Source: an optimization exercise on an open RTL-to-GDS flow (aim: small area and a short achievable clock period). Production flows keep margins and buffers that such runs may drop.
In this exercise RTL edits were held to simulation tests only and were not proved equivalent to the original.
Power is estimated from default activity; no workload was simulated.

job 4916:
==> flow/design.v (excerpt) <==
module chk4_accum (
    input  wire        clk,
    input  wire        rst,         
    input  wire        init,        
    input  wire [2:0]  in_cnt,      
    input  wire [31:0] in_data,     
    output wire [31:0] chk_value,
    output wire [31:0] byte_count
);
Size in the first run: ~1000 cells after synthesis, roughly 87 flip-flops.
==> flow/config.mk <==
export PLATFORM = sky130hd
export DESIGN_NAME = chk4_accum
export DESIGN_NICKNAME = chk4_accum
export VERILOG_FILES = /design/flow/design.v
export SDC_FILE = /design/flow/constraint.sdc
export NUM_CORES = 4
export LEC_CHECK = 0
export CAP_MARGIN = 20
export CORE_MARGIN = 2
export CORE_UTILIZATION = 65
export CTS_BUF_LIST = sky130_fd_sc_hd__clkbuf_4 sky130_fd_sc_hd__clkbuf_8
export SLEW_MARGIN = 20
export SYNTH_HIERARCHICAL = 1
export SYNTH_MINIMUM_KEEP_SIZE = 0
export TNS_END_PERCENT = 0
==> flow/constraint.sdc <==
create_clock -name core_clock -period 28.0 [get_ports {clk}]
set_input_delay 5.6000 -clock core_clock [delete_from_list [all_inputs] [get_ports {clk}]]
set_output_delay 5.6000 -clock core_clock [all_outputs]
set_load 0.01 [all_outputs]
standard.sh (not shown) runs the stock make flow with config.mk's settings and CLKGATE_MAP_FILE= SYNTH_SCRIPT=/design/flow/synth_recipe.tcl, a recipe that flattens the netlist after the stock synthesis.
==> flow/flow/run.sh <==
#!/bin/bash
# The standard layout (standard.sh, all steps) with two changes:
# - the standard port buffering (buffer_ports, every input and output port
#   gets a buffer) uses the plain buffer sky130_fd_sc_hd__buf_1 instead of the
#   default delay buffer; timing repair may resize it;
# - timing repair is asked to leave a setup margin (the clock period and the
#   constraints are unchanged).
set -euo pipefail
here=$(pwd)
export BUFFER_PORTS_ARGS="-buffer_cell sky130_fd_sc_hd__buf_1"
export SETUP_SLACK_MARGIN=16.5
bash standard.sh > "$here/standard.log" 2>&1
Inputs modified between job 4916 and job 3765:
--- a/flow/flow/run.sh
+++ b/flow/flow/run.sh
@@ -11 +11 @@
-export SETUP_SLACK_MARGIN=16.5
+export SETUP_SLACK_MARGIN=17
==> comparison <==
- Compared with job 4916, job 3765 ends up with more cell area.
- On job 3765: all-layer global routing usage is 1.1 points higher than what job 4916 gave.
- Max share of power burned in registers across job 4916 and job 3765: job 4916
- The combinational group share of total power of job 3765 is higher than that of job 4916.
--- input diff job 3765..job 7134 ---
- TNS_END_PERCENT removed (was 0)
--- a/flow/flow/run.sh
+++ b/flow/flow/run.sh
@@ -4 +4 @@
-#   gets a buffer) uses the plain buffer sky130_fd_sc_hd__buf_1 instead of the
+#   gets a buffer) uses the plain buffer sky130_fd_sc_hd__buf_2 instead of the
@@ -10,2 +10,2 @@
-export BUFFER_PORTS_ARGS="-buffer_cell sky130_fd_sc_hd__buf_1"
-export SETUP_SLACK_MARGIN=17
+export BUFFER_PORTS_ARGS="-buffer_cell sky130_fd_sc_hd__buf_2"
+export SETUP_SLACK_MARGIN=16.5
--- outcome ---
- From job 3765 to job 7134 the numbers moved as follows: count of buffers not belonging to the clock network in the layout went down; total routed wirelength now sits lower; sequential share of layout area increased by 0.37 points relative to the old numbers; worst hold slack -9.3 ps; maximum clock frequency stayed essentially flat.
- Of job 7134 and job 3765, it is job 7134 that has the lower power share of the combinational group.
- | power | job 7134 vs job 3765 | better |
Inputs modified between job 7134 and job 8277:
- CORE_UTILIZATION changed from 65 to 75
--- a/flow/flow/run.sh
+++ b/flow/flow/run.sh
@@ -4 +4 @@
-#   gets a buffer) uses the plain buffer sky130_fd_sc_hd__buf_2 instead of the
+#   gets a buffer) uses the plain buffer sky130_fd_sc_hd__buf_1 instead of the
@@ -10 +10 @@
-export BUFFER_PORTS_ARGS="-buffer_cell sky130_fd_sc_hd__buf_2"
+export BUFFER_PORTS_ARGS="-buffer_cell sky130_fd_sc_hd__buf_1"
- Between job 8277 and job 7134, it is job 8277 whose post-layout instance area is lower, by 2.4%.
- Job 7134 leaves more setup margin than job 8277.
- Against job 7134, job 8277 comes in 0.34 points higher on share of cell area taken by flip-flops and latches.
- Worst setup timing slack at the placement stage: job 8277 vs job 7134 down 220 ps
- Comparing job 7134 against job 8277, there is no change at all in hold buffer count at CTS.
- Total power draw: job 8277 vs job 7134 down 2.1%
- Job 8277: fraction of area in clock buffers and inverters 0.17 points below job 7134
- When job 8277 is set beside job 7134, its via count turns out to be 55 larger.
- Status: global-route wire length before repair parity (job 7134, job 8277)

[separate check: timing with driven ports]
The flow's constraints put no driver on any port. The routed layouts listed below were extracted and timed again, unchanged, in two steps. Step 1, drivers: a clkbuf_16 drives clk and a buf_2 each remaining input, both assumed. Step 2 adds t to the input delays and takes it off the output delays; t is the mean of the earliest and latest rising clock arrival at the registers after step 1. Input paths then give back, and output paths get back, about the clock's delay inside the block. Three values: ideal, step 1, step 2; two values: the first two.
run	shift t [ns]	setup WS [ns]	hold slack, ns	worst setup path at the end	latest minus earliest clock arrival (ns)
job 4916	0.427	16.560 / 16.530 / 16.103	0.586 / 0.586 / 0.586	input to register	0.020 / 0.020
job 3765	0.425	16.682 / 16.666 / 16.240	0.596 / 0.596 / 0.596	input to register	0.023 / 0.023
job 7134	0.434	16.669 / 16.668 / 16.233	0.586 / 0.586 / 0.586	input to register	0.023 / 0.023
job 8277	0.424	16.603 / 16.589 / 16.164	0.580 / 0.580 / 0.580	input to register	0.017 / 0.017
After both steps setup and hold are still met in every run listed. For job 4916, which loses most, drivers alone change the setup slack by -0.030 ns; drivers and shift together by -0.457 ns.
